Background: an optimization exercise with open tools, aiming at small area, a short achievable clock period and few clock cycles. Do not read the settings as production practice. In this exercise RTL edits were held to simulation tests only and were not proved equivalent to the original. Power figures rest on the tool's default switching activity, not on a simulated workload.

<file path="flow/run.sh">
#!/bin/bash
# synth_recipe.tcl (not shown) runs the flow's synth.tcl, then flattens the netlist and writes it again
# the make line also repeats each setting of config.mk as NAME=value (left out here)
make -C /OpenROAD-flow-scripts/flow DESIGN_CONFIG=/design/flow/config.mk WORK_HOME=/design/flow/orfs CLKGATE_MAP_FILE= SYNTH_SCRIPT=/design/flow/synth_recipe.tcl finish
</file>
<file path="flow/config.mk">
export PLATFORM = sky130hd
export DESIGN_NAME = sscs_core
export DESIGN_NICKNAME = sscs_core
export VERILOG_FILES = /design/flow/design.v
export SDC_FILE = /design/flow/constraint.sdc
export NUM_CORES = 4
export LEC_CHECK = 0
export CAP_MARGIN = 20
export CORE_MARGIN = 2
export CORE_UTILIZATION = 30
export SLEW_MARGIN = 20
</file>
<file path="flow/constraint.sdc">
create_clock -name core_clock -period 12.0 [get_ports {clk}]
set_input_delay 2.4000 -clock core_clock [delete_from_list [all_inputs] [get_ports {clk}]]
set_output_delay 2.4000 -clock core_clock [all_outputs]
set_load 0.01 [all_outputs]
</file>
<file path="flow/design.v">
module sscs_core (
    input  wire        clk,
    input  wire        rst,
    input  wire        cmd_valid,
    input  wire [2:0]  cmd_op,
    input  wire [3:0]  cmd_idx,
    input  wire [15:0] cmd_data,
    output wire        cmd_ready,
    input  wire        intr,
    input  wire [3:0]  dbg_idx,
    output wire [15:0] dbg_rdata,
    output reg         halted,
    output reg         running,
    output reg  [2:0]  stop,
    output reg  [2:0]  stop_kind,
    output wire        mem_req,
    output wire        mem_we,
    output wire [11:0] mem_addr,
    output wire [15:0] mem_wdata,
    input  wire [15:0] mem_rdata,
    input  wire        mem_ack,
    output wire        trace_valid,
    output wire [15:0] trace_pc,
    output wire [15:0] trace_word,
    output wire [2:0]  trace_fault,
    output wire        out_valid,
    output wire        out_end,
    output wire [7:0]  out_data
);
    localparam CMD_STEP = 3'd1, CMD_RUN = 3'd2, CMD_CLEAR = 3'd3, CMD_SETREG = 3'd4;
    localparam STOP_NONE = 3'd0, STOP_HLT = 3'd1, STOP_HCF = 3'd2, STOP_INTR = 3'd3,
               STOP_RESET = 3'd4, STOP_FAULT = 3'd5;
    localparam F_NONE = 3'd0, F_SEG = 3'd1, F_ARITH = 3'd4, F_DIV0 = 3'd5, F_UNK = 3'd6;
    localparam S_IDLE = 3'd0, S_FETCH = 3'd1, S_EXEC = 3'd2, S_ITER = 3'd3, S_PRN = 3'd4;
    localparam OP_HLT = 6'd0,  OP_HCF = 6'd1,  OP_ADD = 6'd2,  OP_ADDI = 6'd3,
               OP_SUB = 6'd4,  OP_SUBI = 6'd5, OP_MUL = 6'd6,  OP_MULI = 6'd7,
               OP_DIV = 6'd8,  OP_DIVI = 6'd9, OP_MOD = 6'd10, OP_MODI = 6'd11,
               OP_AND = 6'd15, OP_ANDI = 6'd16, OP_OR = 6'd17, OP_ORI = 6'd18,
               OP_XOR = 6'd19, OP_XORI = 6'd20, OP_NOT = 6'd23, OP_SL = 6'd24,
               OP_SLI = 6'd25, OP_SR = 6'd26, OP_SRI = 6'd27, OP_TEQ = 6'd30,
               OP_TLT = 6'd31, OP_TGT = 6'd33, OP_B = 6'd40, OP_BAL = 6'd41,
               OP_BR = 6'd42, OP_BEQZ = 6'd43, OP_BNEZ = 6'd44, OP_LD = 6'd50,
               OP_LDL = 6'd51, OP_ST = 6'd52, OP_STL = 6'd53, OP_CPY = 6'd55,
               OP_CPYM = 6'd56, OP_RET = 6'd61, OP_PRN = 6'd62, OP_NOP = 6'd63;
    localparam R_ADD = 4'd0, R_SUB = 4'd1, R_AND = 4'd2, R_OR = 4'd3, R_XOR = 4'd4,
               R_NOT = 4'd5, R_SHL = 4'd6, R_SHR = 4'd7, R_CMP = 4'd8, R_IMM = 4'd9,
               R_B = 4'd10, R_MEM = 4'd11, R_PC2 = 4'd12;
    function [4:0] bitlen;
        input [15:0] v;
        integer k;
        begin
            bitlen = 5'd0;
            for (k = 0; k < 16; k = k + 1)
                if (v[k]) bitlen = k + 1;
        end
    endfunction
    reg [15:0] x [0:10];           
    reg [2:0]  state;
    reg [15:0] ir;                 
    reg        intr_pend;
    reg [15:0] acc;                
    reg [15:0] quo;                
    reg [3:0]  cnt;                
    wire [15:0] pc = x[10];
    wire [5:0]  opcode = ir[5:0];
    wire [2:0]  op1    = ir[8:6];
    wire [2:0]  op2    = ir[11:9];
    wire [15:0] imm7   = {9'd0, ir[15:9]};
    wire [15:0] imm10  = {6'd0, ir[15:6]};
    wire [15:0] ra_val = x[op1];
    wire [15:0] rb_val = x[op2];
    reg        d_known, d_imm, d_sub, d_wr, d_mul, d_div, d_mod, d_prn, d_ld, d_st,
               d_stl, d_cpym, d_hlt, d_hcf;
    reg [3:0]  d_res;
    reg [1:0]  d_dst;              
    always @(*) begin
        d_known = 1'b1; d_imm = 1'b0; d_sub = 1'b1; d_wr = 1'b1; d_res = R_ADD; d_dst = 2'd0;
        d_mul = 1'b0; d_div = 1'b0; d_mod = 1'b0; d_prn = 1'b0; d_ld = 1'b0; d_st = 1'b0;
        d_stl = 1'b0; d_cpym = 1'b0; d_hlt = 1'b0; d_hcf = 1'b0;
        case (opcode)
        OP_HLT:  begin d_wr = 1'b0; d_hlt = 1'b1; end
        OP_HCF:  begin d_wr = 1'b0; d_hcf = 1'b1; end
        OP_ADD:  begin d_sub = 1'b0; end
        OP_ADDI: begin d_sub = 1'b0; d_imm = 1'b1; end
        OP_SUB:  begin d_res = R_SUB; end
        OP_SUBI: begin d_res = R_SUB; d_imm = 1'b1; end
        OP_MUL:  begin d_wr = 1'b0; d_mul = 1'b1; end
        OP_MULI: begin d_wr = 1'b0; d_mul = 1'b1; d_imm = 1'b1; end
        OP_DIV:  begin d_wr = 1'b0; d_div = 1'b1; end
        OP_DIVI: begin d_wr = 1'b0; d_div = 1'b1; d_imm = 1'b1; end
        OP_MOD:  begin d_wr = 1'b0; d_div = 1'b1; d_mod = 1'b1; end
        OP_MODI: begin d_wr = 1'b0; d_div = 1'b1; d_mod = 1'b1; d_imm = 1'b1; end
        OP_AND:  begin d_res = R_AND; end
        OP_ANDI: begin d_res = R_AND; d_imm = 1'b1; end
        OP_OR:   begin d_res = R_OR; end
        OP_ORI:  begin d_res = R_OR; d_imm = 1'b1; end
        OP_XOR:  begin d_res = R_XOR; end
        OP_XORI: begin d_res = R_XOR; d_imm = 1'b1; end
        OP_NOT:  begin d_res = R_NOT; end
        OP_SL:   begin d_res = R_SHL; end
        OP_SLI:  begin d_res = R_SHL; d_imm = 1'b1; end
        OP_SR:   begin d_res = R_SHR; end
        OP_SRI:  begin d_res = R_SHR; d_imm = 1'b1; end
        OP_TEQ, OP_TLT, OP_TGT: begin d_res = R_CMP; d_dst = 2'd2; end
        OP_B, OP_BR, OP_BEQZ, OP_BNEZ, OP_RET, OP_NOP: d_wr = 1'b0;
        OP_BAL:  begin d_res = R_PC2; d_dst = 2'd3; end
        OP_LD:   begin d_res = R_MEM; d_dst = 2'd1; d_ld = 1'b1; end
        OP_LDL:  begin d_res = R_IMM; end
        OP_ST:   begin d_wr = 1'b0; d_st = 1'b1; end
        OP_STL:  begin d_wr = 1'b0; d_stl = 1'b1; d_imm = 1'b1; end
        OP_CPY:  begin d_res = R_B; d_dst = 2'd1; end
        OP_CPYM: begin d_res = R_MEM; d_dst = 2'd1; d_cpym = 1'b1; d_imm = 1'b1; end
        OP_PRN:  begin d_wr = 1'b0; d_prn = 1'b1; end
        default: begin d_wr = 1'b0; d_known = 1'b0; end
        endcase
    end
    wire        st_idle  = (state == S_IDLE);
    wire        st_fetch = (state == S_FETCH);
    wire        st_exec  = (state == S_EXEC);
    wire        st_iter  = (state == S_ITER);
    wire        st_prn   = (state == S_PRN);
    wire [15:0] opb   = d_imm ? imm7 : rb_val;
    wire        big_n = |opb[15:4];
    wire [15:0] pc2   = {pc[15:1] + 15'd1, pc[0]};
    wire        ffault = (pc >= 16'd4095);
    wire [16:0] addsub = {1'b0, ra_val} + {1'b0, opb ^ {16{d_sub}}} + {16'd0, d_sub};
    wire        borrow = !addsub[16];
    wire        a_eq_b = (ra_val == rb_val);
    wire        cmp    = (opcode == OP_TEQ) ? a_eq_b :
                         (opcode == OP_TLT) ? borrow : (!borrow && !a_eq_b);
    wire [15:0] shr    = big_n ? 16'd0 : (ra_val >> opb[3:0]);
    wire [15:0] sh_in   = (st_iter && d_div) ? opb : ra_val;
    wire [3:0]  sh_amt  = st_iter ? cnt : opb[3:0];
    wire        sh_zero = st_exec ? big_n : st_prn;
    wire [15:0] shl     = sh_zero ? 16'd0 : (sh_in << sh_amt);
    wire        u_sub  = d_div;
    wire [16:0] u_sum  = {1'b0, acc} + {1'b0, shl ^ {16{u_sub}}} + {16'd0, u_sub | st_prn};
    wire [4:0]  bl_a   = bitlen(ra_val);
    wire [4:0]  bl_b   = bitlen(opb);
    wire [5:0]  d_sh   = {1'b0, bl_a} - {1'b0, bl_b};
    wire        m_bit  = opb[cnt];
    wire        m_over = ({1'b0, bl_a} + {2'b0, cnt}) > 6'd16;
    wire        m_done = ({1'b0, cnt} + 5'd1) >= bl_b;
    wire        m_flt  = m_bit && (u_sum[16] || m_over);
    wire        q_bit  = u_sum[16];
    wire [15:0] acc_nx = d_div ? (q_bit ? u_sum[15:0] : acc) : (m_bit ? u_sum[15:0] : acc);
    wire [15:0] quo_nx = {quo[14:0], q_bit};
    wire        u_done = d_div ? (cnt == 4'd0) : (m_done || m_flt);
    wire [15:0] u_res  = (d_div && !d_mod) ? quo_nx : acc_nx;
    wire        x7z = (x[7] == 16'd0);
    reg  [15:0] npc;
    always @(*) begin
        case (opcode)
        OP_B, OP_BAL: npc = imm10;
        OP_BR:        npc = ra_val;
        OP_BEQZ:      npc = x7z ? imm10 : pc2;
        OP_BNEZ:      npc = x7z ? pc2 : imm10;
        OP_RET:       npc = x[9];
        default:      npc = pc2;
        endcase
    end
    wire        seg_b  = (rb_val >= 16'd4095);
    wire        prn_end = (mem_rdata[15:8] == 8'd0);
    reg  [2:0]  fault;
    reg         done;
    reg         fetched;           
    always @(*) begin
        fault = F_NONE; done = 1'b0; fetched = 1'b0;
        if (st_exec) begin
            done = 1'b1;
            fetched = !(d_ld || d_st || d_stl || d_cpym);
            if (ffault) fault = F_SEG;
            else if (!d_known) fault = F_UNK;
            else if (opcode == OP_ADD || opcode == OP_ADDI) fault = addsub[16] ? F_ARITH : F_NONE;
            else if (d_div && opb == 16'd0) fault = F_DIV0;
            else if ((d_ld || d_st) && seg_b) fault = F_SEG;
            else if (d_mul || d_div || d_prn) done = 1'b0;
        end else if (st_iter) begin
            done = u_done;
            fetched = 1'b1;
            if (!d_div && m_flt) fault = F_ARITH;
        end else if (st_prn) begin
            done = acc[12] || prn_end;
            if (acc[12]) fault = F_SEG;
        end
    end
    wire        adv      = mem_ack;                     
    wire        complete = !st_idle && adv && done;
    wire        sets_h   = (fault != F_NONE) || (st_exec && (d_hlt || d_hcf));
    wire        h_after  = halted || sets_h;
    wire        intr_any = intr || intr_pend;
    wire        cont     = running && !h_after && !intr_any;
    reg  [15:0] res;
    always @(*) begin
        case (d_res)
        R_ADD:   res = addsub[15:0];
        R_SUB:   res = borrow ? 16'd0 : addsub[15:0];
        R_AND:   res = ra_val & opb;
        R_OR:    res = ra_val | opb;
        R_XOR:   res = ra_val ^ opb;
        R_NOT:   res = ~ra_val;
        R_SHL:   res = shl;
        R_SHR:   res = shr;
        R_CMP:   res = {15'd0, cmp};
        R_IMM:   res = imm10;
        R_B:     res = rb_val;
        R_MEM:   res = mem_rdata;
        default: res = pc2;
        endcase
    end
    wire        setreg = st_idle && cmd_valid && (cmd_op == CMD_SETREG);
    wire        wr_ok  = complete && (fault == F_NONE);
    reg  [3:0]  dst;
    reg         wen;
    always @(*) begin
        dst = 4'd0; wen = 1'b0;
        if (st_idle) begin
            dst = cmd_idx; wen = setreg;
        end else if (st_iter) begin
            wen = wr_ok;
        end else if (st_exec) begin
            wen = wr_ok && d_wr;
            case (d_dst)
            2'd0: dst = 4'd0;
            2'd1: dst = (opcode == OP_SUB && borrow) ? 4'd0 : {1'b0, op1};
            2'd2: dst = 4'd7;
            default: dst = 4'd9;
            endcase
            if (opcode == OP_SUB && !borrow) dst = {1'b0, op1};
        end
    end
    wire [15:0] wd   = rst ? 16'd0 : st_idle ? cmd_data : st_iter ? u_res : res;
    wire        pc_we = rst || (setreg && cmd_idx == 4'd10) || (complete && !(st_exec && ffault));
    wire [15:0] pc_wd = rst ? 16'd0 : st_idle ? cmd_data : npc;
    integer i;
    always @(posedge clk) begin
        for (i = 0; i < 10; i = i + 1)
            if (rst || (wen && dst == i)) x[i] <= wd;
        if (pc_we) x[10] <= pc_wd;
    end
    always @(posedge clk)
        if (adv && (st_fetch || (complete && fetched))) ir <= mem_rdata;
    always @(posedge clk) begin
        if (st_exec) begin
            acc <= d_prn ? imm10 : d_div ? ra_val : 16'd0;
            quo <= 16'd0;
            cnt <= (d_div && !d_sh[5]) ? d_sh[3:0] : 4'd0;
        end else if (adv && st_iter) begin
            acc <= acc_nx;
            quo <= quo_nx;
            cnt <= d_div ? cnt - 4'd1 : cnt + 4'd1;
        end else if (adv && st_prn) begin
            acc <= u_sum[15:0];
        end
    end
    always @(posedge clk) begin
        if (rst) begin
            state     <= S_IDLE;
            halted    <= 1'b1;
            running   <= 1'b0;
            stop      <= STOP_RESET;
            stop_kind <= F_NONE;
            intr_pend <= 1'b0;
        end else if (st_idle) begin
            if (intr) begin
                if (!halted) stop <= STOP_INTR;
                halted <= 1'b1;
            end
            if (cmd_valid) begin
                case (cmd_op)
                CMD_STEP: state <= S_FETCH;
                CMD_RUN: begin
                    running <= 1'b1;
                    state   <= S_FETCH;
                end
                CMD_CLEAR: begin
                    halted    <= 1'b0;
                    stop      <= STOP_NONE;
                    stop_kind <= F_NONE;
                end
                default: ;
                endcase
            end
        end else begin
            if (complete) begin
                intr_pend <= 1'b0;
                if (fault != F_NONE) begin
                    stop      <= STOP_FAULT;
                    stop_kind <= fault;
                end else if (st_exec && d_hlt) begin
                    stop      <= STOP_HLT;
                    stop_kind <= F_NONE;
                end else if (st_exec && d_hcf) begin
                    stop      <= STOP_HCF;
                    stop_kind <= F_NONE;
                end else if (intr_any && !halted) begin
                    stop      <= STOP_INTR;
                end
                halted <= h_after || intr_any;
                if (!cont) begin
                    running <= 1'b0;
                    state   <= S_IDLE;
                end else begin
                    state   <= fetched ? S_EXEC : S_FETCH;
                end
            end else begin
                if (intr) intr_pend <= 1'b1;
                if (adv) begin
                    if (st_fetch) state <= S_EXEC;
                    else if (st_exec) state <= d_prn ? S_PRN : S_ITER;
                end
            end
        end
    end
    assign cmd_ready  = st_idle;
    assign dbg_rdata  = (dbg_idx <= 4'd10) ? x[dbg_idx] : 16'd0;
    assign mem_req    = !st_idle;
    assign mem_we     = st_exec && !ffault && ((d_st && !seg_b) || d_stl);
    assign mem_addr   = st_prn   ? acc[11:0] :
                        st_fetch ? pc[11:0] :
                        (st_exec && (d_ld || d_st)) ? rb_val[11:0] :
                        (st_exec && (d_stl || d_cpym)) ? imm7[11:0] : npc[11:0];
    assign mem_wdata  = ra_val;
    assign trace_valid = complete;
    assign trace_pc    = pc;
    assign trace_word  = (st_exec && ffault) ? 16'd0 : ir;
    assign trace_fault = fault;
    assign out_valid   = st_prn && adv && !acc[12];
    assign out_end     = prn_end;
    assign out_data    = mem_rdata[15:8];
endmodule
</file>
==> run summary <==
status: no timing/DRC/antenna violations
DP HPWL: 84.4 mm
main combinational cell family by area after synthesis: compound AO/OA/AOI/OAI gates
fin crit share: 0.938
die area: 0.0732 sq mm
CP max stage delay: 0.85 ns
I/O Buffers: 148
Worst VDD drop: 0.0000931 V
Die Y: 270 microns
max-cap viol count: 0
Post-Syn Area per Cell: 8.97 sq um
via/cell ratio: 6.46
XOR/XNOR share of the synthesized area: 0.0403
GRT Total Usage: 0.298
Final GP Congestion: 1.04
syn_nets: 2,522
Clock Root Buffer: clkbuf_16
Post-DRT Antenna Nets: 0
# IOs: 149
Max Freq: 88.9 MHz
Worst Path Arrival: 8.85 ns
DR vias: 22,300
share of layout cells above drive strength 1: 0.105
largest net degree at the start of global routing: 55
area post-placement: 0.0240 sq mm
first-pass GRT wire length: 159 mm
Reg clk slew, reported paths: 0.07 ns
TNS Setup: 0 ns
Post-synth ARST share: 0
Cells after Synth: 2,375
Final Hold Violating Endpoints: 0
number of antenna violations at the first check in global routing: 3
Post-Route Skew: 0.0418 ns
critical-path cell list: buf_4 -> mux2i_1 -> o2bb2ai_1 -> o311ai_2 -> a21boi_1 -> nand4_1 -> or2_2 -> a21o_1 -> nor2_1 -> nand2_1 -> xnor2_1 -> fa_1 -> fa_1 -> a21oi_1 -> o31ai_1 -> a21boi_0 -> a211oi_1 -> o21ai_0 -> nand2_1 -> nand3_2 -> o32ai_1 -> clkdlybuf4s50_1
Slew Limit Fails: 0
final net count: 2,626
WS Path Type: reg -> out
WP data required: 9.60 ns
count of different cell masters after synthesis: 101
clk buf depth: 3
multiplexer share of the synthesized area: 0.0766
Critical Path Start Type: register
Synth Area in Compound Gates: 0.268
Yosys top cell by area: edfxtp_1
grt ovf: 0
synthesized flop and latch total: 259
post_cts resized: 0
routed wire length: 114 mm
crit path max fanout: 46
HP Class: reg -> reg
cell family with most CP delay: compound AO/OA/AOI/OAI gates
buffer count from post-CTS setup fixing: 0
most common cell after layout, fill and taps aside: nand2_1
number of cell rows: 97
CTS Buf Count: 29
Post-synth EDFFs: 212
P per Cell Area: 238 mW/mm^2
DIE WIDTH: 270 microns
Slew Limit Headroom: 0.184
First DRT Iteration DRCs: 3,381
fill cell count: 7,185
Worst-Margin Slew: 1.22 ns
RSZ-0062 raised after global routing: no
total power draw: 0.00597 W
Post-CTS Hold Buffers: 0
post-route cell area: 0.0251 sq mm
TritonCTS clock tree: done
core footprint: 0.0701 sq mm
synthesized cell area: 0.0213 sq mm
Buf/Inv on CP: 2
H-Tree Depth: 1
DRC violations left: 0
Most used DFF post-synth: edfxtp_1
Synth Area in Adders: 0.0603
clock latency on the worst-skew pair: 0.62 ns
Yosys top cell area share: 0.299
Seq/Total Area, Yosys: 0.343
Ys Warns: 2
number of global-route vias before repair: 20,900
# setup viols final: 0
P_leak: 9.30 nW
first-pass iteration count of the detailed router: 6
simple-gate area share of the yosys netlist: 0.164
Critical-path top delay cell: o311ai_2
most frequent cells in the layout: 259 x nand2_1, 212 x edfxtp_1, 164 x o21ai_0
Starting Density: 0.304
synth top area cells: edfxtp_1 30%, ha_1 5.5%, nand2_1 4.6%, dfxtp_1 4.4%, mux2i_1 4.1%
crit path time final: 11.25 ns
WL per Instance: 33.0 microns
Synth-to-Final Area Change: 17.9%
CTS sink count: 259
Setup crit end kind: primary output
## sequential cells by signal, indices dropped and copies added (netlist names), 2 cells and up
signal / flops
stop: 3
d_dst: 2
d_res: 4
acc: 16
cnt: 4
ir: 16
stop_kind: 3
state: 3
x: 176
quo: 15
## final cells by class
class | count | area, sq um | share of cell area
repair buffers | 233 | 2120 | 0.0844
clock inverters | 18 | 226 | 0.00902
multi-input cells | 1870 | 13100 | 0.523
inverters | 86 | 330 | 0.0132
well taps | 940 | 1180 | 0.0468
flip-flops and latches | 259 | 7310 | 0.291
diodes | 2 | 5.00 | 0.000199
clock buffers | 36 | 803 | 0.0320
## layer usage
layer  wire, microns  up-vias  track usage  part of all wire
met1           45100    10900        0.398              0.40
met2           47000     1721        0.439              0.41
met3           13300      351       0.0683              0.12
met4            8030        2        0.176             0.071
li1                -     9327            -                 -
met5              13        -            0           0.00011
## cell families (layout without fill, tap and decap cells)
| family | after synthesis | in the layout |
|---|---|---|
| flops | 259 | 259 |
| other cells | 0 | 2 |
| simple gates | 728 | 728 |
| buf+inv | 246 | 373 |
| xor+xnor | 98 | 98 |
| mux | 135 | 135 |
| fa+ha+maj | 99 | 99 |
| compound gates | 810 | 810 |
## worst register-to-register path: cells and delay by family, from the launching register on
kind                     cells  cell delay, ns
AND/OR/NAND/NOR              6            1.45
buffers and inverters        4            1.42
AO/OA/AOI/OAI               14            4.33
adder cells (fa/ha/maj)      3            0.87
XOR/XNOR                     1            0.22
multiplexers                 2            0.98
flip-flops                   1            0.72
## report_power, final
group          internal, W  switching (W)
Combinational      0.00123        0.00224
Sequential         0.00126       0.000259
Clock             0.000566       0.000411
## through the flow
step | util | hold WS [ns] | cells | setup WS [ns]
after floorplan | - | 0.436 | 2375 | 3.99
after global placement | 0.343 | 0.454 | 3388 | 1.78
after detailed placement | 0.343 | 0.470 | 3388 | 1.56
after CTS | 0.357 | 0.474 | 3442 | 0.880
after global routing | 0.358 | 0.506 | 3442 | 0.401
final | 0.358 | 0.474 | 3444 | 0.748
## synth_stat cells (9+ instances only)
cell type	n
o31ai_1	11
o21a_1	12
o21ai_0	168
and3_1	18
edfxtp_1	212
nor2_1	166
a211oi_1	27
a21oi_1	139
buf_4	16
o21bai_1	17
and2_1	12
a221oi_1	67
nand2b_1	46
xor2_1	19
ha_1	93
dfxtp_1	47
inv_1	76
a22oi_1	28
nor2b_1	39
xnor2_1	79
a31o_2	11
or3_1	13
a21o_1	23
nand2_1	259
nand4_1	14
a221o_1	18
or2_2	11
nor4_1	15
nor3b_1	9
o211ai_1	45
mux2_2	22
nand3b_1	10
nand3_1	40
mux2i_1	88
a22o_1	29
nor3_1	46
o22ai_1	27
buf_1	16
a31oi_1	47
a222oi_1	15
mux4_2	16
o221ai_1	17
clkbuf_1	113
buf_2	13
o221a_2	10
## final timing paths
| path | startpoint | endpoint | slack [ns] | cells past startpoint |
|---|---|---|---|---|
| worst min-delay path | quo[2] | quo[3] | 0.47 | 2 |
| worst max register to register | ir[10] | d_res[1] | 1.79 | 30 |
| worst min register to register | quo[2] | quo[3] | 0.47 | 2 |
| worst max-delay path | ir[10] | trace_fault[2] | 0.75 | 22 |
Testbench counts, summed over its fixed seeds: cycles 51,965.

-- afterwards: timing with drivers on the ports --
Ports are ideal in the flow. The routed layout listed here was re-timed in OpenROAD.
Step 1, drivers: a clkbuf_16 drives clk and a buf_2 each remaining input, both assumed.
Step 2 times the ports against the registers' clock, not the clock port: input delays grow and output delays shrink by t, the midpoint of the rising clock arrivals with the driver on.
a / b / c = ideal ports / drivers / drivers and shift; a / b = the first two.
t, ns: 0.655
setup WS [ns]: 0.748 / 0.690 / 1.345
worst setup path at the end: register to output
clock arrival spread, ns: 0.042 / 0.043
worst slew at a driven data input, ns: 0.06
After both steps setup and hold are still met in this run. For this run, drivers alone change the setup slack by -0.058 ns; drivers and shift together by +0.597 ns.
